This design comes from an exercise in tuning for small area and a short achievable clock period on the open sky130 flow, not from production work. The RTL was checked by simulation tests, not by an equivalence proof against the original design.

`flow/design.v`:
```
module fa (
    input  wire a,
    input  wire b,
    input  wire c,
    output wire s,
    output wire co
);
    assign s  = a ^ b ^ c;
    assign co = (a & b) | (c & (a ^ b));
endmodule
module ha (
    input  wire a,
    input  wire b,
    output wire s,
    output wire co
);
    assign s  = a ^ b;
    assign co = a & b;
endmodule
module mix_sum (
    input  wire [16:0] p0,
    input  wire [16:0] p1,
    output wire [7:0]  v
);
    wire [16:0] t0, t1;
    f16_trunc u_t0 (.p(p0), .t(t0));
    f16_trunc u_t1 (.p(p1), .t(t1));
    wire [17:0] s = t0 + t1;
    assign v = (|s[17:16]) ? 8'd255 : s[15:8];
endmodule
module f16_trunc (
    input  wire [16:0] p,
    output wire [16:0] t
);
    wire [5:0] keep;
    genvar i;
    generate
        for (i = 0; i < 6; i = i + 1) begin : g_keep
            assign keep[i] = ~|p[16:11+i];
        end
    endgenerate
    wire tiny = ~|p[16:2];
    assign t = {p[16:6], p[5:2] & keep[5:2], p[1:0] & keep[1:0] & {2{~tiny}}};
endmodule
module umul8x9 (
    input  wire [11:0] d,
    input  wire [8:0]  g,
    input  wire [10:0] g3,
    output wire [16:0] p
);
    wire d01 = d[0];
    wire d02 = d[1];
    wire d03 = d[2];
    wire [10:0] nv0;
    assign nv0[0] = ((d01 | d03) & g[0]);
    ppsel u_s0_1 (.d1(d01), .d2(d02), .d3(d03), .x1(g[1]), .x2(g[0]), .x3(g3[1]), .n(nv0[1]));
    ppsel u_s0_2 (.d1(d01), .d2(d02), .d3(d03), .x1(g[2]), .x2(g[1]), .x3(g3[2]), .n(nv0[2]));
    ppsel u_s0_3 (.d1(d01), .d2(d02), .d3(d03), .x1(g[3]), .x2(g[2]), .x3(g3[3]), .n(nv0[3]));
    ppsel u_s0_4 (.d1(d01), .d2(d02), .d3(d03), .x1(g[4]), .x2(g[3]), .x3(g3[4]), .n(nv0[4]));
    ppsel u_s0_5 (.d1(d01), .d2(d02), .d3(d03), .x1(g[5]), .x2(g[4]), .x3(g3[5]), .n(nv0[5]));
    ppsel u_s0_6 (.d1(d01), .d2(d02), .d3(d03), .x1(g[6]), .x2(g[5]), .x3(g3[6]), .n(nv0[6]));
    ppsel u_s0_7 (.d1(d01), .d2(d02), .d3(d03), .x1(g[7]), .x2(g[6]), .x3(g3[7]), .n(nv0[7]));
    ppsel u_s0_8 (.d1(d01), .d2(d02), .d3(d03), .x1(g[8]), .x2(g[7]), .x3(g3[8]), .n(nv0[8]));
    ppsel u_s0_9 (.d1(d01), .d2(d02), .d3(d03), .x1(1'b0), .x2(g[8]), .x3(g3[9]), .n(nv0[9]));
    assign nv0[10] = (d03 & g3[10]);
    wire d11 = d[3];
    wire d12 = d[4];
    wire d13 = d[5];
    wire [10:0] nv1;
    assign nv1[0] = ((d11 | d13) & g[0]);
    ppsel u_s1_1 (.d1(d11), .d2(d12), .d3(d13), .x1(g[1]), .x2(g[0]), .x3(g3[1]), .n(nv1[1]));
    ppsel u_s1_2 (.d1(d11), .d2(d12), .d3(d13), .x1(g[2]), .x2(g[1]), .x3(g3[2]), .n(nv1[2]));
    ppsel u_s1_3 (.d1(d11), .d2(d12), .d3(d13), .x1(g[3]), .x2(g[2]), .x3(g3[3]), .n(nv1[3]));
    ppsel u_s1_4 (.d1(d11), .d2(d12), .d3(d13), .x1(g[4]), .x2(g[3]), .x3(g3[4]), .n(nv1[4]));
    ppsel u_s1_5 (.d1(d11), .d2(d12), .d3(d13), .x1(g[5]), .x2(g[4]), .x3(g3[5]), .n(nv1[5]));
    ppsel u_s1_6 (.d1(d11), .d2(d12), .d3(d13), .x1(g[6]), .x2(g[5]), .x3(g3[6]), .n(nv1[6]));
    ppsel u_s1_7 (.d1(d11), .d2(d12), .d3(d13), .x1(g[7]), .x2(g[6]), .x3(g3[7]), .n(nv1[7]));
    ppsel u_s1_8 (.d1(d11), .d2(d12), .d3(d13), .x1(g[8]), .x2(g[7]), .x3(g3[8]), .n(nv1[8]));
    ppsel u_s1_9 (.d1(d11), .d2(d12), .d3(d13), .x1(1'b0), .x2(g[8]), .x3(g3[9]), .n(nv1[9]));
    assign nv1[10] = (d13 & g3[10]);
    wire d21 = d[6];
    wire d22 = d[7];
    wire d23 = d[8];
    wire [10:0] nv2;
    assign nv2[0] = ((d21 | d23) & g[0]);
    ppsel u_s2_1 (.d1(d21), .d2(d22), .d3(d23), .x1(g[1]), .x2(g[0]), .x3(g3[1]), .n(nv2[1]));
    ppsel u_s2_2 (.d1(d21), .d2(d22), .d3(d23), .x1(g[2]), .x2(g[1]), .x3(g3[2]), .n(nv2[2]));
    ppsel u_s2_3 (.d1(d21), .d2(d22), .d3(d23), .x1(g[3]), .x2(g[2]), .x3(g3[3]), .n(nv2[3]));
    ppsel u_s2_4 (.d1(d21), .d2(d22), .d3(d23), .x1(g[4]), .x2(g[3]), .x3(g3[4]), .n(nv2[4]));
    ppsel u_s2_5 (.d1(d21), .d2(d22), .d3(d23), .x1(g[5]), .x2(g[4]), .x3(g3[5]), .n(nv2[5]));
    ppsel u_s2_6 (.d1(d21), .d2(d22), .d3(d23), .x1(g[6]), .x2(g[5]), .x3(g3[6]), .n(nv2[6]));
    ppsel u_s2_7 (.d1(d21), .d2(d22), .d3(d23), .x1(g[7]), .x2(g[6]), .x3(g3[7]), .n(nv2[7]));
    ppsel u_s2_8 (.d1(d21), .d2(d22), .d3(d23), .x1(g[8]), .x2(g[7]), .x3(g3[8]), .n(nv2[8]));
    ppsel u_s2_9 (.d1(d21), .d2(d22), .d3(d23), .x1(1'b0), .x2(g[8]), .x3(g3[9]), .n(nv2[9]));
    assign nv2[10] = (d23 & g3[10]);
    wire d31 = d[9];
    wire d32 = d[10];
    wire d33 = d[11];
    wire [10:0] nv3;
    assign nv3[0] = ((d31 | d33) & g[0]);
    ppsel u_s3_1 (.d1(d31), .d2(d32), .d3(d33), .x1(g[1]), .x2(g[0]), .x3(g3[1]), .n(nv3[1]));
    ppsel u_s3_2 (.d1(d31), .d2(d32), .d3(d33), .x1(g[2]), .x2(g[1]), .x3(g3[2]), .n(nv3[2]));
    ppsel u_s3_3 (.d1(d31), .d2(d32), .d3(d33), .x1(g[3]), .x2(g[2]), .x3(g3[3]), .n(nv3[3]));
    ppsel u_s3_4 (.d1(d31), .d2(d32), .d3(d33), .x1(g[4]), .x2(g[3]), .x3(g3[4]), .n(nv3[4]));
    ppsel u_s3_5 (.d1(d31), .d2(d32), .d3(d33), .x1(g[5]), .x2(g[4]), .x3(g3[5]), .n(nv3[5]));
    ppsel u_s3_6 (.d1(d31), .d2(d32), .d3(d33), .x1(g[6]), .x2(g[5]), .x3(g3[6]), .n(nv3[6]));
    ppsel u_s3_7 (.d1(d31), .d2(d32), .d3(d33), .x1(g[7]), .x2(g[6]), .x3(g3[7]), .n(nv3[7]));
    ppsel u_s3_8 (.d1(d31), .d2(d32), .d3(d33), .x1(g[8]), .x2(g[7]), .x3(g3[8]), .n(nv3[8]));
    ppsel u_s3_9 (.d1(d31), .d2(d32), .d3(d33), .x1(1'b0), .x2(g[8]), .x3(g3[9]), .n(nv3[9]));
    assign nv3[10] = (d33 & g3[10]);
    wire m_1, m_2;
    ha m_u2 (.a(nv0[6]), .b(nv1[4]), .s(m_1), .co(m_2));
    wire m_3, m_4;
    fa m_u4 (.a(nv0[7]), .b(nv1[5]), .c(nv2[3]), .s(m_3), .co(m_4));
    wire m_5, m_6;
    fa m_u6 (.a(nv0[8]), .b(nv1[6]), .c(nv2[4]), .s(m_5), .co(m_6));
    wire m_7, m_8;
    fa m_u8 (.a(nv0[9]), .b(nv1[7]), .c(nv2[5]), .s(m_7), .co(m_8));
    wire m_9, m_10;
    fa m_u10 (.a(nv0[10]), .b(nv1[8]), .c(nv2[6]), .s(m_9), .co(m_10));
    wire m_11, m_12;
    ha m_u12 (.a(nv1[9]), .b(nv2[7]), .s(m_11), .co(m_12));
    wire m_13, m_14;
    ha m_u14 (.a(nv1[10]), .b(nv2[8]), .s(m_13), .co(m_14));
    wire m_15, m_16;
    ha m_u16 (.a(nv0[4]), .b(nv1[2]), .s(m_15), .co(m_16));
    wire m_17, m_18;
    fa m_u18 (.a(nv0[5]), .b(nv1[3]), .c(nv2[1]), .s(m_17), .co(m_18));
    wire m_19, m_20;
    fa m_u20 (.a(nv2[2]), .b(nv3[0]), .c(m_1), .s(m_19), .co(m_20));
    wire m_21, m_22;
    fa m_u22 (.a(nv3[1]), .b(m_2), .c(m_3), .s(m_21), .co(m_22));
    wire m_23, m_24;
    fa m_u24 (.a(nv3[2]), .b(m_4), .c(m_5), .s(m_23), .co(m_24));
    wire m_25, m_26;
    fa m_u26 (.a(nv3[3]), .b(m_6), .c(m_7), .s(m_25), .co(m_26));
    wire m_27, m_28;
    fa m_u28 (.a(nv3[4]), .b(m_8), .c(m_9), .s(m_27), .co(m_28));
    wire m_29, m_30;
    fa m_u30 (.a(nv3[5]), .b(m_10), .c(m_11), .s(m_29), .co(m_30));
    wire m_31, m_32;
    fa m_u32 (.a(nv3[6]), .b(m_12), .c(m_13), .s(m_31), .co(m_32));
    wire m_33, m_34;
    fa m_u34 (.a(nv2[9]), .b(nv3[7]), .c(m_14), .s(m_33), .co(m_34));
    wire m_35, m_36;
    ha m_u36 (.a(nv2[10]), .b(nv3[8]), .s(m_35), .co(m_36));
    wire [16:0] m_a = {nv3[10], nv3[9], m_34, m_32, m_30, m_28, m_26, m_24, m_22, m_20, m_18, m_16, nv2[0], nv0[3], nv0[2], nv0[1], nv0[0]};
    wire [16:0] m_b = {1'b0, m_36, m_35, m_33, m_31, m_29, m_27, m_25, m_23, m_21, m_19, m_17, m_15, nv1[1], nv1[0], 1'b0, 1'b0};
    assign p = m_a + m_b;
endmodule
module ppsel (
    input  wire d1,
    input  wire d2,
    input  wire d3,
    input  wire x1,
    input  wire x2,
    input  wire x3,
    output wire n
);
    assign n = ((d1 & x1) | (d2 & x2) | (d3 & x3));
endmodule
module csc_pre (
    input  wire [7:0]  y,
    input  wire [7:0]  cb,
    input  wire [7:0]  cr,
    output wire [16:0] y298,
    output wire [16:0] rc,
    output wire [16:0] gc
);
    wire p_1, p_2;
    ha p_u2 (.a(y[7]), .b(y[5]), .s(p_1), .co(p_2));
    wire p_3, p_4;
    ha p_u4 (.a(y[6]), .b(y[4]), .s(p_3), .co(p_4));
    wire p_5, p_6;
    ha p_u6 (.a(y[7]), .b(y[5]), .s(p_5), .co(p_6));
    wire p_7, p_8;
    ha p_u8 (.a(y[4]), .b(y[2]), .s(p_7), .co(p_8));
    wire p_9, p_10;
    fa p_u10 (.a(y[5]), .b(y[3]), .c(y[1]), .s(p_9), .co(p_10));
    wire p_11, p_12;
    fa p_u12 (.a(y[6]), .b(y[4]), .c(y[2]), .s(p_11), .co(p_12));
    wire p_13, p_14;
    fa p_u14 (.a(y[3]), .b(y[0]), .c(p_1), .s(p_13), .co(p_14));
    wire p_15, p_16;
    fa p_u16 (.a(y[1]), .b(p_2), .c(p_3), .s(p_15), .co(p_16));
    wire p_17, p_18;
    fa p_u18 (.a(y[2]), .b(p_4), .c(p_5), .s(p_17), .co(p_18));
    wire p_19, p_20;
    fa p_u20 (.a(y[6]), .b(y[3]), .c(p_6), .s(p_19), .co(p_20));
    wire p_21, p_22;
    ha p_u22 (.a(y[7]), .b(y[4]), .s(p_21), .co(p_22));
    wire [16:0] p_a = {1'b0, y[7], y[6], y[5], p_20, p_18, p_16, p_14, p_12, p_10, p_8, y[0], y[3], y[2], y[1], y[0], 1'b0};
    wire [16:0] p_b = {1'b0, 1'b0, 1'b0, p_22, p_21, p_19, p_17, p_15, p_13, p_11, p_9, p_7, y[1], y[0], 1'b0, 1'b0, 1'b0};
    assign y298 = p_a + p_b;
    wire rc_1, rc_2;
    ha rc_u2 (.a(cr[7]), .b(cr[4]), .s(rc_1), .co(rc_2));
    wire rc_3, rc_4;
    fa rc_u4 (.a(cr[5]), .b(cr[4]), .c(cr[1]), .s(rc_3), .co(rc_4));
    wire rc_5, rc_6;
    fa rc_u6 (.a(cr[6]), .b(cr[5]), .c(cr[2]), .s(rc_5), .co(rc_6));
    wire rc_7, rc_8;
    fa rc_u8 (.a(cr[7]), .b(cr[6]), .c(cr[3]), .s(rc_7), .co(rc_8));
    wire rc_9, rc_10;
    ha rc_u10 (.a(cr[7]), .b(cr[4]), .s(rc_9), .co(rc_10));
    wire rc_11, rc_12;
    ha rc_u12 (.a(cr[4]), .b(cr[1]), .s(rc_11), .co(rc_12));
    wire rc_13, rc_14;
    fa rc_u14 (.a(cr[5]), .b(cr[2]), .c(cr[1]), .s(rc_13), .co(rc_14));
    wire rc_15, rc_16;
    fa rc_u16 (.a(cr[6]), .b(cr[3]), .c(cr[2]), .s(rc_15), .co(rc_16));
    wire rc_17, rc_18;
    fa rc_u18 (.a(cr[3]), .b(cr[0]), .c(rc_1), .s(rc_17), .co(rc_18));
    wire rc_19, rc_20;
    fa rc_u20 (.a(cr[0]), .b(rc_2), .c(rc_3), .s(rc_19), .co(rc_20));
    wire rc_21, rc_22;
    fa rc_u22 (.a(cr[1]), .b(rc_4), .c(rc_5), .s(rc_21), .co(rc_22));
    wire rc_23, rc_24;
    fa rc_u24 (.a(cr[2]), .b(rc_6), .c(rc_7), .s(rc_23), .co(rc_24));
    wire rc_25, rc_26;
    fa rc_u26 (.a(cr[3]), .b(rc_8), .c(rc_9), .s(rc_25), .co(rc_26));
    wire rc_27, rc_28;
    fa rc_u28 (.a(cr[5]), .b(cr[4]), .c(rc_10), .s(rc_27), .co(rc_28));
    wire rc_29, rc_30;
    ha rc_u30 (.a(cr[6]), .b(cr[5]), .s(rc_29), .co(rc_30));
    wire rc_31, rc_32;
    ha rc_u32 (.a(cr[7]), .b(cr[6]), .s(rc_31), .co(rc_32));
    wire [16:0] rc_a = {1'b0, cr[7], rc_30, rc_28, rc_26, rc_24, rc_22, rc_20, rc_18, rc_16, rc_14, rc_12, cr[0], cr[3], cr[2], cr[1], cr[0]};
    wire [16:0] rc_b = {1'b0, rc_32, rc_31, rc_29, rc_27, rc_25, rc_23, rc_21, rc_19, rc_17, rc_15, rc_13, rc_11, cr[0], 1'b0, 1'b0, 1'b0};
    assign rc = rc_a + rc_b;
    wire gc_1, gc_2;
    ha gc_u2 (.a(cb[4]), .b(cb[1]), .s(gc_1), .co(gc_2));
    wire gc_3, gc_4;
    fa gc_u4 (.a(cb[5]), .b(cb[2]), .c(cb[1]), .s(gc_3), .co(gc_4));
    wire gc_5, gc_6;
    ha gc_u6 (.a(cr[3]), .b(cr[1]), .s(gc_5), .co(gc_6));
    wire gc_7, gc_8;
    fa gc_u8 (.a(cb[6]), .b(cb[3]), .c(cb[2]), .s(gc_7), .co(gc_8));
    wire gc_9, gc_10;
    fa gc_u10 (.a(cr[4]), .b(cr[2]), .c(cr[1]), .s(gc_9), .co(gc_10));
    wire gc_11, gc_12;
    fa gc_u12 (.a(cb[7]), .b(cb[4]), .c(cb[3]), .s(gc_11), .co(gc_12));
    wire gc_13, gc_14;
    fa gc_u14 (.a(cr[5]), .b(cr[3]), .c(cr[2]), .s(gc_13), .co(gc_14));
    wire gc_15, gc_16;
    fa gc_u16 (.a(cb[5]), .b(cb[4]), .c(cr[6]), .s(gc_15), .co(gc_16));
    wire gc_17, gc_18;
    ha gc_u18 (.a(cr[4]), .b(cr[3]), .s(gc_17), .co(gc_18));
    wire gc_19, gc_20;
    fa gc_u20 (.a(cb[6]), .b(cb[5]), .c(cr[7]), .s(gc_19), .co(gc_20));
    wire gc_21, gc_22;
    ha gc_u22 (.a(cr[5]), .b(cr[4]), .s(gc_21), .co(gc_22));
    wire gc_23, gc_24;
    fa gc_u24 (.a(cb[7]), .b(cb[6]), .c(cr[6]), .s(gc_23), .co(gc_24));
    wire gc_25, gc_26;
    ha gc_u26 (.a(cb[0]), .b(cr[2]), .s(gc_25), .co(gc_26));
    wire gc_27, gc_28;
    fa gc_u28 (.a(cr[0]), .b(gc_2), .c(gc_3), .s(gc_27), .co(gc_28));
    wire gc_29, gc_30;
    fa gc_u30 (.a(gc_4), .b(gc_6), .c(gc_7), .s(gc_29), .co(gc_30));
    wire gc_31, gc_32;
    fa gc_u32 (.a(gc_8), .b(gc_10), .c(gc_11), .s(gc_31), .co(gc_32));
    wire gc_33, gc_34;
    fa gc_u34 (.a(gc_12), .b(gc_14), .c(gc_15), .s(gc_33), .co(gc_34));
    wire gc_35, gc_36;
    fa gc_u36 (.a(gc_16), .b(gc_18), .c(gc_19), .s(gc_35), .co(gc_36));
    wire gc_37, gc_38;
    fa gc_u38 (.a(cr[5]), .b(gc_20), .c(gc_22), .s(gc_37), .co(gc_38));
    wire gc_39, gc_40;
    fa gc_u40 (.a(cb[7]), .b(cr[7]), .c(cr[6]), .s(gc_39), .co(gc_40));
    wire gc_41, gc_42;
    ha gc_u42 (.a(cb[3]), .b(cb[0]), .s(gc_41), .co(gc_42));
    wire gc_43, gc_44;
    fa gc_u44 (.a(cr[0]), .b(gc_1), .c(gc_25), .s(gc_43), .co(gc_44));
    wire gc_45, gc_46;
    fa gc_u46 (.a(gc_5), .b(gc_26), .c(gc_27), .s(gc_45), .co(gc_46));
    wire gc_47, gc_48;
    fa gc_u48 (.a(gc_9), .b(gc_28), .c(gc_29), .s(gc_47), .co(gc_48));
    wire gc_49, gc_50;
    fa gc_u50 (.a(gc_13), .b(gc_30), .c(gc_31), .s(gc_49), .co(gc_50));
    wire gc_51, gc_52;
    fa gc_u52 (.a(gc_17), .b(gc_32), .c(gc_33), .s(gc_51), .co(gc_52));
    wire gc_53, gc_54;
    fa gc_u54 (.a(gc_21), .b(gc_34), .c(gc_35), .s(gc_53), .co(gc_54));
    wire gc_55, gc_56;
    fa gc_u56 (.a(gc_23), .b(gc_36), .c(gc_37), .s(gc_55), .co(gc_56));
    wire gc_57, gc_58;
    fa gc_u58 (.a(gc_24), .b(gc_38), .c(gc_39), .s(gc_57), .co(gc_58));
    wire gc_59, gc_60;
    ha gc_u60 (.a(cr[7]), .b(gc_40), .s(gc_59), .co(gc_60));
    wire [16:0] gc_a = {1'b0, gc_60, gc_58, gc_56, gc_54, gc_52, gc_50, gc_48, gc_46, gc_44, gc_42, cr[1], cb[2], cb[1], cb[0], 1'b0, 1'b0};
    wire [16:0] gc_b = {1'b0, 1'b0, gc_59, gc_57, gc_55, gc_53, gc_51, gc_49, gc_47, gc_45, gc_43, gc_41, cr[0], 1'b0, 1'b0, 1'b0, 1'b0};
    assign gc = gc_a + gc_b;
endmodule
module ycbcr2rgb (
    input  wire [16:0] y298,
    input  wire [7:0]  cb,
    input  wire [16:0] rc,
    input  wire [16:0] gc,
    output wire [7:0]  r,
    output wire [7:0]  g,
    output wire [7:0]  b
);
    wire [18:0] r_acc;
    wire r_1, r_2;
    ha r_u2 (.a(y298[5]), .b(rc[5]), .s(r_1), .co(r_2));
    wire r_3, r_4;
    assign r_3 = ~(y298[6] ^ rc[6]);
    assign r_4 = y298[6] | rc[6];
    wire r_5, r_6;
    ha r_u6 (.a(y298[7]), .b(rc[7]), .s(r_5), .co(r_6));
    wire r_7, r_8;
    assign r_7 = ~(y298[8] ^ rc[8]);
    assign r_8 = y298[8] | rc[8];
    wire r_9, r_10;
    ha r_u10 (.a(y298[9]), .b(rc[9]), .s(r_9), .co(r_10));
    wire r_11, r_12;
    ha r_u12 (.a(y298[10]), .b(rc[10]), .s(r_11), .co(r_12));
    wire r_13, r_14;
    ha r_u14 (.a(y298[11]), .b(rc[11]), .s(r_13), .co(r_14));
    wire r_15, r_16;
    ha r_u16 (.a(y298[12]), .b(rc[12]), .s(r_15), .co(r_16));
    wire r_17, r_18;
    assign r_17 = ~(y298[13] ^ rc[13]);
    assign r_18 = y298[13] | rc[13];
    wire r_19, r_20;
    ha r_u20 (.a(y298[14]), .b(rc[14]), .s(r_19), .co(r_20));
    wire r_21, r_22;
    ha r_u22 (.a(y298[15]), .b(rc[15]), .s(r_21), .co(r_22));
    wire r_23, r_24;
    assign r_23 = ~(y298[16] ^ rc[16]);
    assign r_24 = y298[16] | rc[16];
    wire [18:0] r_a = {1'b1, 1'b1, r_22, r_20, r_18, r_16, r_14, r_12, r_10, r_8, r_6, r_4, r_2, 1'b1, y298[4], y298[3], y298[2], y298[1], y298[0]};
    wire [18:0] r_b = {1'b0, r_24, r_23, r_21, r_19, r_17, r_15, r_13, r_11, r_9, r_7, r_5, r_3, r_1, rc[4], rc[3], rc[2], rc[1], rc[0]};
    assign r_acc = r_a + r_b;
    assign r = r_acc[18] ? 8'd0 : (|r_acc[17:16]) ? 8'd255 : r_acc[15:8];
    wire [18:0] g_acc;
    wire g_1, g_2;
    ha g_u2 (.a(y298[0]), .b(~gc[0]), .s(g_1), .co(g_2));
    wire g_3, g_4;
    ha g_u4 (.a(y298[1]), .b(~gc[1]), .s(g_3), .co(g_4));
    wire g_5, g_6;
    ha g_u6 (.a(y298[2]), .b(~gc[2]), .s(g_5), .co(g_6));
    wire g_7, g_8;
    ha g_u8 (.a(y298[3]), .b(~gc[3]), .s(g_7), .co(g_8));
    wire g_9, g_10;
    ha g_u10 (.a(y298[4]), .b(~gc[4]), .s(g_9), .co(g_10));
    wire g_11, g_12;
    assign g_11 = ~(y298[5] ^ ~gc[5]);
    assign g_12 = y298[5] | ~gc[5];
    wire g_13, g_14;
    assign g_13 = ~(y298[6] ^ ~gc[6]);
    assign g_14 = y298[6] | ~gc[6];
    wire g_15, g_16;
    assign g_15 = ~(y298[7] ^ ~gc[7]);
    assign g_16 = y298[7] | ~gc[7];
    wire g_17, g_18;
    assign g_17 = ~(y298[8] ^ ~gc[8]);
    assign g_18 = y298[8] | ~gc[8];
    wire g_19, g_20;
    assign g_19 = ~(y298[9] ^ ~gc[9]);
    assign g_20 = y298[9] | ~gc[9];
    wire g_21, g_22;
    assign g_21 = ~(y298[10] ^ ~gc[10]);
    assign g_22 = y298[10] | ~gc[10];
    wire g_23, g_24;
    ha g_u24 (.a(y298[11]), .b(~gc[11]), .s(g_23), .co(g_24));
    wire g_25, g_26;
    ha g_u26 (.a(y298[12]), .b(~gc[12]), .s(g_25), .co(g_26));
    wire g_27, g_28;
    ha g_u28 (.a(y298[13]), .b(~gc[13]), .s(g_27), .co(g_28));
    wire g_29, g_30;
    ha g_u30 (.a(y298[14]), .b(~gc[14]), .s(g_29), .co(g_30));
    wire g_31, g_32;
    assign g_31 = ~(y298[15] ^ ~gc[15]);
    assign g_32 = y298[15] | ~gc[15];
    wire g_33, g_34;
    ha g_u34 (.a(y298[16]), .b(~gc[16]), .s(g_33), .co(g_34));
    wire [18:0] g_a = {1'b1, 1'b1, g_32, g_30, g_28, g_26, g_24, g_22, g_20, g_18, g_16, g_14, g_12, g_10, g_8, g_6, g_4, g_2, 1'b1};
    wire [18:0] g_b = {1'b0, g_34, g_33, g_31, g_29, g_27, g_25, g_23, g_21, g_19, g_17, g_15, g_13, g_11, g_9, g_7, g_5, g_3, g_1};
    assign g_acc = g_a + g_b;
    assign g = g_acc[18] ? 8'd0 : (|g_acc[17:16]) ? 8'd255 : g_acc[15:8];
    wire [18:0] b_acc;
    wire b_1, b_2;
    ha b_u2 (.a(y298[9]), .b(cb[0]), .s(b_1), .co(b_2));
    wire b_3, b_4;
    ha b_u4 (.a(y298[5]), .b(cb[3]), .s(b_3), .co(b_4));
    wire b_5, b_6;
    assign b_5 = ~(y298[6] ^ cb[4]);
    assign b_6 = y298[6] | cb[4];
    wire b_7, b_8;
    assign b_7 = ~(y298[7] ^ cb[5]);
    assign b_8 = y298[7] | cb[5];
    wire b_9, b_10;
    assign b_9 = ~(y298[8] ^ cb[6]);
    assign b_10 = y298[8] | cb[6];
    wire b_11, b_12;
    assign b_11 = ~(cb[7] ^ b_1);
    assign b_12 = cb[7] | b_1;
    wire b_13, b_14;
    fa b_u14 (.a(y298[10]), .b(cb[1]), .c(b_2), .s(b_13), .co(b_14));
    wire b_15, b_16;
    assign b_15 = ~(y298[11] ^ cb[2]);
    assign b_16 = y298[11] | cb[2];
    wire b_17, b_18;
    ha b_u18 (.a(y298[12]), .b(cb[3]), .s(b_17), .co(b_18));
    wire b_19, b_20;
    assign b_19 = ~(y298[13] ^ cb[4]);
    assign b_20 = y298[13] | cb[4];
    wire b_21, b_22;
    assign b_21 = ~(y298[14] ^ cb[5]);
    assign b_22 = y298[14] | cb[5];
    wire b_23, b_24;
    assign b_23 = ~(y298[15] ^ cb[6]);
    assign b_24 = y298[15] | cb[6];
    wire b_25, b_26;
    ha b_u26 (.a(y298[16]), .b(cb[7]), .s(b_25), .co(b_26));
    wire [18:0] b_a = {1'b1, 1'b1, b_24, b_22, b_20, b_18, b_16, b_14, b_12, b_10, b_8, b_6, b_4, 1'b1, y298[4], y298[3], y298[2], y298[1], y298[0]};
    wire [18:0] b_b = {1'b0, b_26, b_25, b_23, b_21, b_19, b_17, b_15, b_13, b_11, b_9, b_7, b_5, b_3, cb[2], cb[1], cb[0], 1'b0, 1'b0};
    assign b_acc = b_a + b_b;
    assign b = b_acc[18] ? 8'd0 : (|b_acc[17:16]) ? 8'd255 : b_acc[15:8];
endmodule
module hdmi_mixer (
    input  wire        clk,
    input  wire        rst,
    input  wire [66:0] in_word,
    output wire        in_pop,
    input  wire        sel0,
    input  wire        sel1,
    input  wire [8:0]  gain0,
    input  wire [8:0]  gain1,
    output wire        out_hs,
    output wire        out_vs,
    output wire        out_de,
    output wire [7:0]  out_r,
    output wire [7:0]  out_g,
    output wire [7:0]  out_b
);
    localparam D_TA = 11;
    integer k;
    reg        uc, pop_q;
    reg [15:0] u_pix0, u_pix1;            
    reg        u_hs, u_vs, u_de;
    assign in_pop = pop_q;
    always @(posedge clk) begin
        u_pix0 <= uc ? in_word[50:35] : in_word[18:3];
        u_pix1 <= uc ? in_word[66:51] : in_word[34:19];
        if (rst) begin
            uc    <= 1'b0;
            pop_q <= 1'b0;
            u_hs  <= 1'b0;
            u_vs  <= 1'b0;
            u_de  <= 1'b0;
        end else begin
            uc    <= ~uc;
            pop_q <= ~pop_q;
            if (!uc) begin
                u_hs <= in_word[0];
                u_vs <= in_word[1];
                u_de <= in_word[2];
            end
        end
    end
    reg ta_hs [0:D_TA-1];
    reg ta_vs [0:D_TA-1];
    reg ta_de [0:D_TA-1];
    always @(posedge clk) begin
        if (rst) begin
            for (k = 0; k < D_TA; k = k + 1) begin
                ta_hs[k] <= 1'b0;
                ta_vs[k] <= 1'b0;
                ta_de[k] <= 1'b0;
            end
        end else begin
            ta_hs[0] <= u_hs;
            ta_vs[0] <= u_vs;
            ta_de[0] <= u_de;
            for (k = 1; k < D_TA; k = k + 1) begin
                ta_hs[k] <= ta_hs[k-1];
                ta_vs[k] <= ta_vs[k-1];
                ta_de[k] <= ta_de[k-1];
            end
        end
    end
    assign out_hs = ta_hs[D_TA-1];
    assign out_vs = ta_vs[D_TA-1];
    assign out_de = ta_de[D_TA-1];
    wire sop = u_de & ~ta_de[0];
    reg  sel_act0, sel_act1;
    wire s_eff0 = sop ? sel0 : sel_act0;
    wire s_eff1 = sop ? sel1 : sel_act1;
    always @(posedge clk) begin
        if (rst) begin
            sel_act0 <= 1'b0;
            sel_act1 <= 1'b0;
        end else begin
            sel_act0 <= s_eff0;
            sel_act1 <= s_eff1;
        end
    end
    reg [15:0] ch0 [1:4];
    reg [15:0] ch1 [1:4];
    reg [7:0]  cc0, cc1;                  
    always @(posedge clk) begin
        ch0[1] <= s_eff0 ? u_pix1 : u_pix0;
        ch1[1] <= s_eff1 ? u_pix1 : u_pix0;
        for (k = 2; k <= 4; k = k + 1) begin
            ch0[k] <= ch0[k-1];
            ch1[k] <= ch1[k-1];
        end
        cc0 <= ch0[4][15:8];
        cc1 <= ch1[4][15:8];
    end
    wire par = ~uc;
    reg [7:0] y0, cb0, cr0, y1, cb1, cr1;
    always @(posedge clk) begin
        y0  <= ch0[4][7:0];
        cb0 <= par ? cc0 : ch0[4][15:8];
        cr0 <= par ? ch0[4][15:8] : ch0[3][15:8];
        y1  <= ch1[4][7:0];
        cb1 <= par ? cc1 : ch1[4][15:8];
        cr1 <= par ? ch1[4][15:8] : ch1[3][15:8];
    end
    wire [16:0] y298_0, y298_1;
    wire [16:0] rc_0, gc_0;
    csc_pre u_pre0 (.y(y0), .cb(cb0), .cr(cr0), .y298(y298_0), .rc(rc_0), .gc(gc_0));
    wire [16:0] rc_1, gc_1;
    csc_pre u_pre1 (.y(y1), .cb(cb1), .cr(cr1), .y298(y298_1), .rc(rc_1), .gc(gc_1));
    reg [16:0] a0_y, a1_y;
    reg [7:0]  a0_cb, a1_cb;
    reg [16:0] a0_rc, a0_gc, a1_rc, a1_gc;
    always @(posedge clk) begin
        a0_y <= y298_0; a0_cb <= cb0; a0_rc <= rc_0; a0_gc <= gc_0;
        a1_y <= y298_1; a1_cb <= cb1; a1_rc <= rc_1; a1_gc <= gc_1;
    end
    wire [7:0] c0r, c0g, c0b, c1r, c1g, c1b;
    ycbcr2rgb u_csc0 (.y298(a0_y), .cb(a0_cb), .rc(a0_rc), .gc(a0_gc), .r(c0r), .g(c0g), .b(c0b));
    ycbcr2rgb u_csc1 (.y298(a1_y), .cb(a1_cb), .rc(a1_rc), .gc(a1_gc), .r(c1r), .g(c1g), .b(c1b));
    function [11:0] onehot4;
        input [7:0] v;
        integer i;
        begin
            for (i = 0; i < 4; i = i + 1)
                onehot4[3*i +: 3] = {v[2*i+1] & v[2*i], v[2*i+1] & ~v[2*i], ~v[2*i+1] & v[2*i]};
        end
    endfunction
    reg [11:0] q0r, q0g, q0b, q1r, q1g, q1b;
    always @(posedge clk) begin
        q0r <= onehot4(c0r); q0g <= onehot4(c0g); q0b <= onehot4(c0b);
        q1r <= onehot4(c1r); q1g <= onehot4(c1g); q1b <= onehot4(c1b);
    end
    reg  [8:0]  gain_act0, gain_act1;
    reg  [10:0] g3_act0, g3_act1;
    wire        gl = ta_de[5] & ~ta_de[6];
    always @(posedge clk) begin
        if (rst) begin
            gain_act0 <= 9'd128;
            gain_act1 <= 9'd128;
            g3_act0   <= 11'd384;
            g3_act1   <= 11'd384;
        end else if (gl) begin
            gain_act0 <= gain0;
            gain_act1 <= gain1;
            g3_act0   <= {2'b00, gain0} + {1'b0, gain0, 1'b0};
            g3_act1   <= {2'b00, gain1} + {1'b0, gain1, 1'b0};
        end
    end
    wire [16:0] m0r, m0g, m0b, m1r, m1g, m1b;
    umul8x9 u_m0r (.d(q0r), .g(gain_act0), .g3(g3_act0), .p(m0r));
    umul8x9 u_m0g (.d(q0g), .g(gain_act0), .g3(g3_act0), .p(m0g));
    umul8x9 u_m0b (.d(q0b), .g(gain_act0), .g3(g3_act0), .p(m0b));
    umul8x9 u_m1r (.d(q1r), .g(gain_act1), .g3(g3_act1), .p(m1r));
    umul8x9 u_m1g (.d(q1g), .g(gain_act1), .g3(g3_act1), .p(m1g));
    umul8x9 u_m1b (.d(q1b), .g(gain_act1), .g3(g3_act1), .p(m1b));
    reg [16:0] p0r, p0g, p0b, p1r, p1g, p1b;
    always @(posedge clk) begin
        p0r <= m0r; p0g <= m0g; p0b <= m0b;
        p1r <= m1r; p1g <= m1g; p1b <= m1b;
    end
    wire [7:0] m_r, m_g, m_b;
    mix_sum u_sum_r (.p0(p0r), .p1(p1r), .v(m_r));
    mix_sum u_sum_g (.p0(p0g), .p1(p1g), .v(m_g));
    mix_sum u_sum_b (.p0(p0b), .p1(p1b), .v(m_b));
    reg [23:0] o1, o2, o3;
    always @(posedge clk) begin
        o1 <= {m_r, m_g, m_b};
        o2 <= o1;
        o3 <= o2;
    end
    assign out_r = o3[23:16];
    assign out_g = o3[15:8];
    assign out_b = o3[7:0];
endmodule
```
`flow/run.sh`:
```
#!/bin/bash
# synth_recipe.tcl (not shown) runs the flow's synth.tcl, then flattens the netlist and writes it again
# the make line also repeats each setting of config.mk as NAME=value (left out here)
make -C /OpenROAD-flow-scripts/flow DESIGN_CONFIG=/design/flow/config.mk WORK_HOME=/design/flow/orfs CLKGATE_MAP_FILE= SYNTH_SCRIPT=/design/flow/synth_recipe.tcl finish
```
`flow/config.mk`:
```
export PLATFORM = sky130hd
export DESIGN_NAME = hdmi_mixer
export DESIGN_NICKNAME = hdmi_mixer
export VERILOG_FILES = /design/flow/design.v
export SDC_FILE = /design/flow/constraint.sdc
export NUM_CORES = 4
export LEC_CHECK = 0
export CAP_MARGIN = 20
export CORE_MARGIN = 2
export CORE_UTILIZATION = 40
export PLACE_DENSITY = 0.6
export SLEW_MARGIN = 20
export SYNTH_HIERARCHICAL = 1
export SYNTH_MINIMUM_KEEP_SIZE = 0
```
`flow/constraint.sdc`:
```
create_clock -name core_clock -period 11.0 [get_ports {clk}]
set_input_delay 2.2000 -clock core_clock [delete_from_list [all_inputs] [get_ports {clk}]]
set_output_delay 2.2000 -clock core_clock [all_outputs]
set_load 0.01 [all_outputs]
```
==> results of run 1 <==
==> modules after synthesis, one instance, submodules excluded <==
module      flip-flops and latches  cells  cell area, um2
ha                               0      1            12.5
fa                               0      1            20.0
csc_pre                          0    260            1870
mix_sum                          0    120             823
umul8x9                          0    110             796
ppsel                            0      2            13.8
ycbcr2rgb                        0    318            2400
hdmi_mixer                     666   1107           16600
f16_trunc                        0     23             175
==> layout make-up <==
cell class / instances / area [um2] / share of cell area
Timing Repair Buffer: 129 / 1260 / 0.0276
Clock inverter: 35 / 467 / 0.0103
Sequential cell: 666 / 13300 / 0.293
Inverter: 457 / 1720 / 0.0377
Clock buffer: 94 / 2000 / 0.0441
Tap cell: 1368 / 1710 / 0.0377
Multi-Input combinational cell: 2865 / 25000 / 0.549
==> synthesized netlist by cell type (14+ instances only) <==
| cell | n | area share |
|---|---|---|
| a211oi_1 | 30 | 0.0055 |
| a21oi_1 | 226 | 0.028 |
| and3_1 | 17 | 0.0026 |
| o21a_1 | 72 | 0.013 |
| nand2b_1 | 41 | 0.0063 |
| o21ai_0 | 95 | 0.012 |
| and2_1 | 44 | 0.0067 |
| buf_4 | 107 | 0.020 |
| a222oi_1 | 216 | 0.053 |
| xor2_1 | 59 | 0.013 |
| nor3_1 | 39 | 0.0048 |
| clkbuf_1 | 25 | 0.0023 |
| buf_2 | 17 | 0.0021 |
| nor2_1 | 168 | 0.015 |
| mux2_4 | 18 | 0.0066 |
| o31a_1 | 22 | 0.0047 |
| a31oi_1 | 17 | 0.0026 |
| nor4b_1 | 14 | 0.0030 |
| a21o_1 | 91 | 0.017 |
| nor2b_1 | 112 | 0.017 |
| ha_1 | 456 | 0.14 |
| xnor2_1 | 104 | 0.022 |
| nand3_1 | 84 | 0.010 |
| mux2i_1 | 19 | 0.0046 |
| inv_1 | 457 | 0.042 |
| fa_1 | 174 | 0.085 |
| a21oi_2 | 30 | 0.0064 |
| o21ai_2 | 19 | 0.0041 |
| o21bai_1 | 18 | 0.0033 |
| nand4_1 | 38 | 0.0058 |
| a211o_1 | 16 | 0.0034 |
| dfxtp_1 | 666 | 0.33 |
| mux2_2 | 78 | 0.021 |
| o21ai_1 | 25 | 0.0031 |
| nand2_1 | 215 | 0.020 |
| a311oi_1 | 18 | 0.0038 |
| o211ai_1 | 31 | 0.0057 |
==> worst register-to-register path, cell delays in order, from the launching register on <==
cell and delay [ns]:
dfxtp_1 0.99, a222oi_1 0.27, inv_1 0.15, fa_1 0.45, fa_1 0.46, ha_1 0.40, a21oi_2 0.30, o21bai_4 0.08
a221oi_2 0.28, o31ai_2 0.11, xnor2_1 0.21
==> worst max path at each step <==
stage                       from          to  slack [ns]
floorplan               gain0[0]  g3_act0[7]        7.35
global placement        gain0[1]  g3_act0[7]        6.56
detailed placement      gain0[1]  g3_act0[7]        6.56
CTS                        pop_q      in_pop        7.16
global route        gain_act1[5]     p1r[16]        7.01
finish              gain_act1[5]     p1r[16]        7.19
==> through the flow <==
| step | utilization | cells | setup WS (ns) | cell area (um2) | hold WS [ns] |
|---|---|---|---|---|---|
| after floorplan | - | 4143 | 7.35 | 41100 | 0.310 |
| after global placement | 0.422 | 5485 | 6.56 | 43000 | 0.310 |
| after detailed placement | 0.422 | 5485 | 6.56 | 43000 | 0.312 |
| after CTS | 0.447 | 5614 | 7.16 | 45400 | 0.296 |
| after global routing | 0.447 | 5614 | 7.01 | 45400 | 0.294 |
| final | 0.447 | 5614 | 7.19 | 45400 | 0.302 |
==> cells by family (layout without fill, tap and decap cells) <==
| kind of cell | Yosys count | count (layout) | share of synthesized area |
|---|---|---|---|
| AND/OR/NAND/NOR | 870 | 870 | 0.111 |
| multiplexers | 119 | 119 | 0.0349 |
| XOR/XNOR | 167 | 167 | 0.0364 |
| other | 8 | 30 | 0.000733 |
| adder cells (fa/ha/maj) | 630 | 630 | 0.224 |
| AO/OA/AOI/OAI | 1049 | 1049 | 0.199 |
| buffers and inverters | 612 | 715 | 0.0677 |
| flip-flops | 666 | 666 | 0.325 |
==> state kept, by name, summed over array words and instances, names as in the netlist, 24 cells and up <==
| name | flops |
|---|---|
| o3 | 24 |
| ch1 | 64 |
| o1 | 24 |
| o2 | 24 |
| ch0 | 64 |
==> metal layers <==
| layer | up-vias | wire length, um | share of wire |
|---|---|---|---|
| met5 | - | 0 | 0 |
| met4 | 0 | 2250 | 0.023 |
| met3 | 161 | 6270 | 0.065 |
| met2 | 1012 | 43200 | 0.44 |
| met1 | 14200 | 45400 | 0.47 |
| li1 | 15000 | - | - |
==> impl_metrics.json, run 1 <==
{
  "antenna_found_initial": 0,
  "core_um2": 102000,
  "grt_busiest_layer": "met2",
  "nNetsFinal": 4910,
  "worstSetupStartpointType": "flip-flop",
  "maxCapViolCount": 0,
  "drc_errors": 0,
  "ctsHoldBuffers": 0,
  "grt_max_degree": 69,
  "clk_transition_reported_paths_ns": 0.06,
  "grt_use_met2": 0.296,
  "rows": 117,
  "cts.sinks": 666,
  "ys_ff_latch": 666,
  "met1_usage": 0.256,
  "die_w_um": 324,
  "crit_family": "adder cells",
  "worstHoldEndpoint": "o2[7]",
  "worstMarginPinSlew_ns": 1.08,
  "cp.arrival_ns": 4.35,
  "wl_mm": 97.2,
  "cts_inserted_buffers": 72,
  "r2r_end": "p1r[16]",
  "cpPeakStageDelay_ns": 0.99,
  "clk_latency_ns": 0.65,
  "hp-start": "o1[7]",
  "cp.depth": 10,
  "period_needed_ns": 3.81,
  "grt_pass1_vias": 29400,
  "hold_class": "flip-flop to flip-flop",
  "drt-initial-drc-count": 3629,
  "critical_path.endpoint_type": "flip-flop",
  "ios": 117,
  "antenna_cells": 0,
  "fin_setup_tns_ns": 0,
  "cp.required_ns": 11.54,
  "drive_above_1_share": 0.0871,
  "grt_setup_unrepaired": "no",
  "cts_tree": "done",
  "wl_per_cell_um": 17.3,
  "use_met3": 0.0300,
  "dp.final_hpwl_mm": 73.8,
  "cpMostUsedCell": "fa_1",
  "vias": 30300,
  "synth-seq-area-share": 0.325,
  "async_flop_share": 0,
  "outcome": "finished clean",
  "synthToLayoutAreaGrowth_pct": 10.9,
  "path_cells": "a222oi_1, inv_1, fa_1, fa_1, ha_1, a21oi_2, o21bai_4, a221oi_2, o31ai_2, xnor2_1",
  "slew_headroom": 0.279,
  "grt.total_usage": 0.185,
  "syn_area_per_cell_um2": 9.94,
  "finClkSkew_ns": 0.0461,
  "cts_setup_buffers": 0,
  "hold_viol": 0,
  "drv_slew": 0,
  "portBuffers": 116,
  "clockRootBuffer": "clkbuf_16",
  "cts_resized": 0,
  "drtPass1Iterations": 14,
  "setup_viol": 0,
  "synth_edf_count": 0,
  "layout_common_cells": "665 x dfxtp_1, 457 x inv_1, 456 x ha_1",
  "cp_num_buf_inv": 1,
  "syn_area_um2": 41000,
  "via_per_inst": 5.40,
  "max_freq_mhz": 263,
  "gr-total-overflow": 0,
  "fin_crit_sh": 0.346,
  "layout_commonest_cell": "dfxtp_1",
  "slowest_stage": "dfxtp_1",
  "ys_types": 97,
  "r2r_start": "gain_act1[5]",
  "grt_pass1_wl_mm": 157,
  "ys.flop_type": "dfxtp_1",
  "clk_path_buf_depth": 3,
  "r2r.worst_path.cells": 10,
  "ant_nets": 0,
  "fill_cells": 9709,
  "cp_max_fo": 25,
  "die_area_um2": 105000,
  "hold_depth": 0,
  "syn_inst": 4121,
  "criticalPathCategory": "flip-flop to flip-flop",
  "yosysWarnings": 12,
  "place_congestion": 0.887,
  "h-tree-depth": 3,
  "dieHeight_um": 324,
  "r2r_setup_slack_ns": 7.19,
  "start_util": 0.403
}
==> run 2: changes to the inputs <==
--- a/flow/design.v
+++ b/flow/design.v
@@ -436,5 +436,4 @@
     output wire [7:0]  out_b
 );
-    localparam D_TA = 11;
     integer k;
     reg        uc, pop_q;
@@ -461,40 +460,26 @@
         end
     end
-    reg ta_hs [0:D_TA-1];
-    reg ta_vs [0:D_TA-1];
-    reg ta_de [0:D_TA-1];
+    reg [6:1] ta_hs, ta_vs, ta_de;
     always @(posedge clk) begin
         if (rst) begin
-            for (k = 0; k < D_TA; k = k + 1) begin
-                ta_hs[k] <= 1'b0;
-                ta_vs[k] <= 1'b0;
-                ta_de[k] <= 1'b0;
-            end
-        end else begin
-            ta_hs[0] <= u_hs;
-            ta_vs[0] <= u_vs;
-            ta_de[0] <= u_de;
-            for (k = 1; k < D_TA; k = k + 1) begin
-                ta_hs[k] <= ta_hs[k-1];
-                ta_vs[k] <= ta_vs[k-1];
-                ta_de[k] <= ta_de[k-1];
-            end
+            ta_hs <= 6'd0;
+            ta_vs <= 6'd0;
+            ta_de <= 6'd0;
+        end else if (uc) begin
+            ta_hs <= {ta_hs[5:1], u_hs};
+            ta_vs <= {ta_vs[5:1], u_vs};
+            ta_de <= {ta_de[5:1], u_de};
         end
     end
-    assign out_hs = ta_hs[D_TA-1];
-    assign out_vs = ta_vs[D_TA-1];
-    assign out_de = ta_de[D_TA-1];
-    wire sop = u_de & ~ta_de[0];
+    assign out_hs = ta_hs[6];
+    assign out_vs = ta_vs[6];
+    assign out_de = ta_de[6];
+    wire sop = uc & u_de & ~ta_de[1];
     reg  sel_act0, sel_act1;
     wire s_eff0 = sop ? sel0 : sel_act0;
     wire s_eff1 = sop ? sel1 : sel_act1;
     always @(posedge clk) begin
-        if (rst) begin
-            sel_act0 <= 1'b0;
-            sel_act1 <= 1'b0;
-        end else begin
-            sel_act0 <= s_eff0;
-            sel_act1 <= s_eff1;
-        end
+        sel_act0 <= s_eff0;
+        sel_act1 <= s_eff1;
     end
     reg [15:0] ch0 [1:4];
@@ -551,12 +536,7 @@
     reg  [8:0]  gain_act0, gain_act1;
     reg  [10:0] g3_act0, g3_act1;
-    wire        gl = ta_de[5] & ~ta_de[6];
+    wire        gl = uc & ta_de[3] & ~ta_de[4];
     always @(posedge clk) begin
-        if (rst) begin
-            gain_act0 <= 9'd128;
-            gain_act1 <= 9'd128;
-            g3_act0   <= 11'd384;
-            g3_act1   <= 11'd384;
-        end else if (gl) begin
+        if (gl) begin
             gain_act0 <= gain0;
             gain_act1 <= gain1;
==> flow/flow/run.sh (new file) <==
#!/bin/bash
# The standard layout (standard.sh), with two changes to how it is made:
# - timing repair aims below the clock period: repair_timing treats paths with
#   less than SETUP_SLACK_MARGIN ns of slack at the design's 11 ns clock as
#   failing, so it sizes up and buffers the slowest ones. The clock, the SDC
#   and every constraint are the design's own.
# - every input and output port gets a buf_2 cell as its port buffer
#   (buffer_ports otherwise picks clkdlybuf4s50_1, a delay cell).
# make's whole output goes to standard_make.log; ORFS keeps each step's log
# under orfs/logs/.
set -euo pipefail
bash standard.sh SETUP_SLACK_MARGIN=7.5 'BUFFER_PORTS_ARGS=-buffer_cell sky130_fd_sc_hd__buf_2' finish > standard_make.log 2>&1
==> flow/standard.sh (new file) <==
#!/bin/bash
# synth_recipe.tcl (not shown) runs the flow's synth.tcl, then flattens the netlist and writes it again
# the make line also repeats each setting of config.mk as NAME=value (left out here)
make -C /OpenROAD-flow-scripts/flow DESIGN_CONFIG=/design/flow/config.mk WORK_HOME=/design/flow/orfs CLKGATE_MAP_FILE= SYNTH_SCRIPT=/design/flow/synth_recipe.tcl "${@:-finish}"
--- a/flow/config.mk
+++ b/flow/config.mk
@@ -9,4 +9,7 @@
 export CORE_MARGIN = 2
 export CORE_UTILIZATION = 40
+export CTS_BUF_LIST = sky130_fd_sc_hd__clkbuf_16
+export CTS_CLUSTER_DIAMETER = 100
+export CTS_CLUSTER_SIZE = 30
 export PLACE_DENSITY = 0.6
 export SLEW_MARGIN = 20
removed: flow/run.sh
==> run 2 against run 1 <==
Register-to-register slack improved by 0.41 ns; first-iteration DRC count decreased by 17%; critical path type unchanged; critical endpoint is now p1b[16]; highest routed layer is now met5.
==> impl_metrics.json, run 2 <==
{
  "path_cells": "buf_4, buf_6, a222oi_1, inv_1, ha_1, fa_1, ha_2, a21o_1, o21bai_4, a221oi_2, o31ai_2, xnor2_1",
  "criticalPathCategory": "flip-flop to flip-flop",
  "h-tree-depth": 1,
  "vias": 29500,
  "hp-start": "ch0[4][5]",
  "hold_class": "flip-flop to flip-flop",
  "async_flop_share": 0,
  "layout_common_cells": "592 x dfxtp_1, 461 x inv_1, 426 x ha_1",
  "clk_path_buf_depth": 3,
  "finalCoreUtilization": 0.436,
  "cp.arrival_ns": 3.96,
  "synthAdderAreaFrac": 0.227,
  "finClkSkew_ns": 0.0463,
  "synth_area_leaders": "dfxtp_1 30%, ha_1 14%, fa_1 8.6%",
  "cp_max_fo": 13,
  "top_regs": "ch0: 64 flops, ch1: 64 flops",
  "crit_family": "compound AO/OA/AOI/OAI gates",
  "max_freq_mhz": 295,
  "cpPeakStageDelay_ns": 0.51,
  "r2r_start": "gain_act1[7]",
  "clk_transition_reported_paths_ns": 0.11,
  "period_needed_ns": 3.39,
  "start_util": 0.404,
  "maxCapViolCount": 0,
  "ios": 117,
  "drive_above_1_share": 0.128,
  "ys_types": 97,
  "rows": 116,
  "ys_ff_latch": 651,
  "nNetsFinal": 4798,
  "setup_viol": 0,
  "synth_edf_count": 38,
  "slowest_stage": "fa_1",
  "placedInstanceArea_um2": 41900,
  "grt_max_degree": 49,
  "place_congestion": 0.912,
  "drc_errors": 0,
  "ant_nets": 0,
  "fin_setup_tns_ns": 0,
  "synthMuxAreaShare": 0.0354,
  "yosysWarnings": 9,
  "ctsHoldBuffers": 0,
  "dp.final_hpwl_mm": 71.2,
  "synth-compound-area-share": 0.198,
  "yosysTopAreaCell": "dfxtp_1",
  "fin_crit_sh": 0.309,
  "cp-startpoint": "gain_act1[7]",
  "yosys.cell_count.top_type": "dfxtp_1",
  "synth-seq-area-share": 0.332,
  "synth.top_cells.by_count": "613 x dfxtp_1, 458 x inv_1, 456 x ha_1, 216 x a222oi_1, 203 x a21oi_1",
  "die_area_um2": 104000,
  "grt_setup_unrepaired": "yes",
  "grt_pass1_wl_mm": 151,
  "core_um2": 100000,
  "wl_mm": 94.9,
  "portBuffers": 116,
  "synth_top_family_by_area": "adder cells",
  "gr-total-overflow": 0,
  "ys.flop_type": "dfxtp_1",
  "die_w_um": 322,
  "critical_path.endpoint_type": "flip-flop",
  "synth_top_cell_area_share": 0.304,
  "cts_tree": "done",
  "drv_slew": 0,
  "final_cell_area_um2": 43700,
  "yosys.area_share.simple": 0.102,
  "synthToLayoutAreaGrowth_pct": 8.02,
  "antenna_found_initial": 12,
  "slew_headroom": 0.336,
  "syn_area_um2": 40400,
  "worstSetupStartpointType": "flip-flop",
  "outcome": "finished clean",
  "drtPass1Iterations": 13,
  "dieHeight_um": 322,
  "wl_per_cell_um": 17.6,
  "cp_num_buf_inv": 3,
  "hold_viol": 0,
  "hold_slack_ns": 0.328,
  "worstMarginPinSlew_ns": 0.995,
  "synthXorXnorAreaFrac": 0.0384,
  "layout_commonest_cell": "dfxtp_1",
  "via_per_inst": 5.47,
  "grt_pass1_vias": 28500,
  "grt.total_usage": 0.178,
  "cts.sinks": 651,
  "clk_latency_ns": 0.67,
  "cts_inserted_buffers": 30,
  "clockRootBuffer": "clkbuf_16",
  "drt-initial-drc-count": 2999,
  "cp.required_ns": 11.57,
  "syn_area_per_cell_um2": 10.1,
  "syn_inst": 3985
}
run 2: cell types whose count changed after synthesis, moves of 7 or more:
| cell | previous run | this run |
|---|---|---|
| buf_2 | 17 | 5 |
| mux2_1 | 0 | 18 |
| nor3_1 | 39 | 31 |
| mux2i_1 | 19 | 26 |
| nor2b_1 | 112 | 80 |
| xnor2_1 | 104 | 111 |
| nand2_1 | 215 | 162 |
| edfxtp_1 | 0 | 38 |
| nor2_1 | 168 | 178 |
| mux2_4 | 18 | 0 |
| a21oi_1 | 226 | 203 |
| dfxtp_1 | 666 | 613 |
run 2: kinds of logic after synthesis:
logic type	Yosys count
adders and majority gates	630
other	8
muxes	126
DFF	651
xor gates and xnor gates	174
buffers and inverters	599
and+or+nand+nor	778
AOI/OAI and AO/OA	1019
run 2: final timing paths:
| kind | cells past startpoint | slack (ns) | to |
|---|---|---|---|
| setup reg to reg | 12 | 7.61 | p1b[16] |
| setup / recovery | 12 | 7.61 | p1b[16] |
| hold / removal | 0 | 0.33 | y0[5] |
| hold reg to reg | 0 | 0.33 | y0[5] |
run 2: Yosys stat by module (local to each module, per instance), a selection:
module / copies in the design / cells inside / cell area [um2]
hdmi_mixer: 1 / 971 / 16100
ycbcr2rgb: 2 / 318 / 2400
csc_pre: 2 / 260 / 1870
mix_sum: 3 / 120 / 823
f16_trunc: 6 / 23 / 175
ppsel: 216 / 2 / 13.8
ha: 108 / 1 / 12.5
run 2: timing repair:
item,in CTS,in global routing
endpoints found under the setup margin,40,44
buffers inserted,38,21
resized for setup,2,84
pin swaps,0,13
run 2: stage by stage:
stage / cells / setup slack [ns]
2_1_floorplan: 4007 / 7.33
3_3_place_gp: 5286 / 7.10
3_5_place_dp: 5286 / 7.10
4_1_cts: 5373 / 7.49
5_1_grt: 5394 / 7.46
6_report: 5396 / 7.61
run 2: per-layer routing:
metal,up-vias,share of wire,global-route usage
met1,13900,0.45,0.241
met4,8,0.019,0.0406
met5,-,0.00056,0
li1,14600,-,-
met2,987,0.46,0.298
met3,126,0.069,0.0268
run 2: worst register-to-register path: cells and delay by family, from the launching register on:
kind                       cells  cell delay (ns)
AOI/OAI and AO/OA              5             1.13
adders and majority gates      3             1.12
buffers and inverters          3             0.47
DFF                            1             0.38
xor gates and xnor gates       1             0.19
run 2: layout make-up:
cell class | count | area, um2
antenna | 2 | 5.00
clock buffer | 30 | 751
clock inverter | 19 | 248
fill | 9625 | 56500
inverter | 458 | 1720
multi-input combinational | 2757 | 24800
sequential | 651 | 13400
tap | 1298 | 1620
timing repair buffer | 181 | 1120
==> run 3: changes to the inputs <==
--- a/flow/flow/run.sh
+++ b/flow/flow/run.sh
@@ -10,3 +10,3 @@
 # under orfs/logs/.
 set -euo pipefail
-bash standard.sh SETUP_SLACK_MARGIN=7.5 'BUFFER_PORTS_ARGS=-buffer_cell sky130_fd_sc_hd__buf_2' finish > standard_make.log 2>&1
+bash standard.sh SETUP_SLACK_MARGIN=7.6 'BUFFER_PORTS_ARGS=-buffer_cell sky130_fd_sc_hd__buf_2' finish > standard_make.log 2>&1
--- a/flow/config.mk
+++ b/flow/config.mk
@@ -8,9 +8,9 @@
 export CAP_MARGIN = 20
 export CORE_MARGIN = 2
-export CORE_UTILIZATION = 40
+export CORE_UTILIZATION = 55
 export CTS_BUF_LIST = sky130_fd_sc_hd__clkbuf_16
 export CTS_CLUSTER_DIAMETER = 100
 export CTS_CLUSTER_SIZE = 30
-export PLACE_DENSITY = 0.6
+export PLACE_DENSITY = 0.7
 export SLEW_MARGIN = 20
 export SYNTH_HIERARCHICAL = 1
==> run 3 against run 2 <==
Still clean on timing, DRC and antenna; worst hold slack worse by 0.012 ns; critical path depth down 4; cell count down 6.2%; sequential share of layout area up 0.062 points; utilization up 16 points; first-iteration DRC count up 14%; largest cell class unchanged.
==> impl_metrics.json, run 3 <==
{
  "rows": 99,
  "cts_inserted_buffers": 29,
  "syn_area_um2": 40400,
  "synth_area_leaders": "dfxtp_1 30%, ha_1 14%, fa_1 8.6%",
  "gr-total-overflow": 0,
  "synth_top_cell_area_share": 0.304,
  "drc_errors": 0,
  "regArea_um2": 13500,
  "via_per_inst": 5.89,
  "place_congestion": 0.910,
  "async_flop_share": 0,
  "syn_inst": 3985,
  "cpPeakStageDelay_ns": 0.59,
  "synthMuxAreaShare": 0.0354,
  "syn_area_per_cell_um2": 10.1,
  "yosys.area_share.simple": 0.102,
  "cpMostUsedCell": "fa_1",
  "worstMarginPinSlew_ns": 0.933,
  "ys_types": 97,
  "criticalPathCategory": "flip-flop to flip-flop",
  "antenna_found_initial": 8,
  "clockRootBuffer": "clkbuf_16",
  "slew_headroom": 0.378,
  "synth-compound-area-share": 0.198,
  "ys_ff_latch": 651,
  "max_freq_mhz": 298,
  "hold_viol": 0,
  "layout_common_cells": "585 x dfxtp_1, 459 x inv_1, 408 x ha_1",
  "fin_crit_sh": 0.305,
  "yosysTopAreaCell": "dfxtp_1",
  "yosysWarnings": 9,
  "maxCapViolCount": 0,
  "ant_nets": 0,
  "synth_top_family_by_area": "adder cells",
  "period_needed_ns": 3.35,
  "dp.final_hpwl_mm": 67.4,
  "finClkSkew_ns": 0.0218,
  "synthXorXnorAreaFrac": 0.0384,
  "ys.flop_type": "dfxtp_1",
  "ctsHoldBuffers": 0,
  "vias": 29800,
  "h-tree-depth": 1,
  "multi_input_comb_area_um2": 25100,
  "critical_path.endpoint_type": "flip-flop",
  "wl_per_cell_um": 17.9,
  "grt.total_usage": 0.235,
  "grt_setup_unrepaired": "yes",
  "die_w_um": 275,
  "synth_edf_count": 38,
  "synthToLayoutAreaGrowth_pct": 7.95,
  "synth-seq-area-share": 0.332,
  "drive_above_1_share": 0.145,
  "dieHeight_um": 275,
  "wl_mm": 90.8,
  "drv_slew": 0,
  "slowest_stage": "fa_1",
  "grt_pass1_wl_mm": 146,
  "cp_max_fo": 7,
  "synthAdderAreaFrac": 0.227,
  "drt-initial-drc-count": 3405,
  "start_util": 0.555,
  "clk_path_buf_depth": 3,
  "drtPass1Iterations": 17,
  "fin_setup_tns_ns": 0,
  "worstSetupStartpointType": "flip-flop",
  "core_um2": 72800,
  "yosys.cell_count.top_type": "dfxtp_1",
  "fill_cells": 6230,
  "layout_commonest_cell": "dfxtp_1",
  "cts.sinks": 651,
  "ios": 117,
  "hold_class": "flip-flop to flip-flop",
  "cp.required_ns": 11.50,
  "synth.top_cells.by_count": "613 x dfxtp_1, 458 x inv_1, 456 x ha_1, 216 x a222oi_1, 203 x a21oi_1",
  "grt_max_degree": 73,
  "clk_latency_ns": 0.66,
  "grt_pass1_vias": 28400,
  "cts_tree": "done",
  "portBuffers": 116,
  "die_area_um2": 75700,
  "outcome": "finished clean",
  "clk_transition_reported_paths_ns": 0.10,
  "nNetsFinal": 4807,
  "setup_viol": 0,
  "path_cells": "fa_1, fa_1, fa_1, ha_2, or4_1, o22ai_2, mux2i_1, o2111ai_1",
  "cp.arrival_ns": 3.85,
  "top_regs": "ch0: 64 flops, ch1: 64 flops"
}
-- run 3: final timing paths --
path,cells past startpoint,slack (ns),start,endpoint
worst max register to register,8,7.65,cb1[5],a1_gc[13]
worst min-delay path,0,0.32,ch0[2][5],ch0[3][5]
worst max-delay path,8,7.65,cb1[5],a1_gc[13]
worst min register to register,0,0.32,ch0[2][5],ch0[3][5]
-- run 3: timing repair --
item	in CTS	in global routing
buffers inserted	52	19
resized for setup	21	155
pin swaps	1	54
endpoints found under the setup margin	50	72
-- run 3: logic make-up after synthesis --
kind of cell             Yosys count
other                              8
multiplexers                     126
XOR/XNOR                         174
buffers and inverters            599
AND/OR/NAND/NOR                  778
flip-flops                       651
adder cells (fa/ha/maj)          630
AO/OA/AOI/OAI                   1019
-- run 3: critical path: cells and delay by family, from the launching register on --
family,cells,cell delay [ns]
DFF,1,0.39
AOI/OAI and AO/OA,2,0.34
and+or+nand+nor,1,0.53
adders and majority gates,4,1.72
muxes,1,0.23
-- run 3: area by class of cell --
type / instances / share of cell area
repair buffers: 191 / 0.0275
clock buffers: 30 / 0.0172
multi-input cells: 2757 / 0.576
flip-flops and latches: 651 / 0.308
diodes: 2 / 0.000115
clock inverters: 15 / 0.00419
well taps: 959 / 0.0275
inverters: 458 / 0.0394
-- run 3: metrics by stage --
stage / cell area (um2) / utilization / setup WS, ns / instances / hold WS (ns)
3_3_place_gp: 41400 / 0.569 / 7.10 / 4945 / 0.310
4_1_cts: 42800 / 0.588 / 7.59 / 5042 / 0.316
3_5_place_dp: 41400 / 0.569 / 7.07 / 4945 / 0.312
6_report: 43600 / 0.599 / 7.65 / 5063 / 0.316
5_1_grt: 43600 / 0.599 / 7.51 / 5062 / 0.319
2_1_floorplan: 40600 / - / 7.33 / 4007 / 0.310
-- run 3: layer usage --
metal | part of all wire | vias up | track usage
met4 | 0.029 | 8 | 0.0674
li1 | - | 14600 | -
met5 | 0.00050 | - | 0
met1 | 0.44 | 13900 | 0.312
met3 | 0.070 | 182 | 0.0333
met2 | 0.46 | 1108 | 0.399
-- run 3: modules after synthesis (local to each module, per instance) --
| module | times used | cells | area, um2 |
|---|---|---|---|
| csc_pre | 2 | 260 | 1870 |
| mix_sum | 3 | 120 | 823 |
| ha | 108 | 1 | 12.5 |
| fa | 160 | 1 | 20.0 |
| ycbcr2rgb | 2 | 318 | 2400 |
| hdmi_mixer | 1 | 971 | 16100 |
| f16_trunc | 6 | 23 | 175 |
| ppsel | 216 | 2 | 13.8 |
| umul8x9 | 6 | 110 | 796 |

## separate check: timing with driven ports
The flow's constraints put no driver on any port. The routed layouts listed below were extracted and timed again, unchanged, in two steps. Step 1 assumes that a clkbuf_16 drives the clock port and a buf_2 every other input. Step 2 times the ports against the registers' clock, not the clock port: input delays grow and output delays shrink by t, the midpoint of the rising clock arrivals with the driver on. Three values: ideal, step 1, step 2; two values: the first two.
run	t, ns	setup WS [ns]	worst setup path at the end	clock arrival spread, ns	slew at the worst register clock pin (ns)
run 1	0.694	7.194 / 7.160 / 6.544	input to register	0.054 / 0.054	0.07 / 0.07
run 2	0.718	7.606 / 7.586 / 7.035	input to register	0.052 / 0.053	0.12 / 0.12
run 3	0.707	7.645 / 7.623 / 6.969	input to register	0.028 / 0.028	0.11 / 0.11
After both steps setup and hold are still met in every run listed. The setup slack of run 3, which loses most, moves by -0.022 ns with the drivers and by -0.676 ns with both steps.
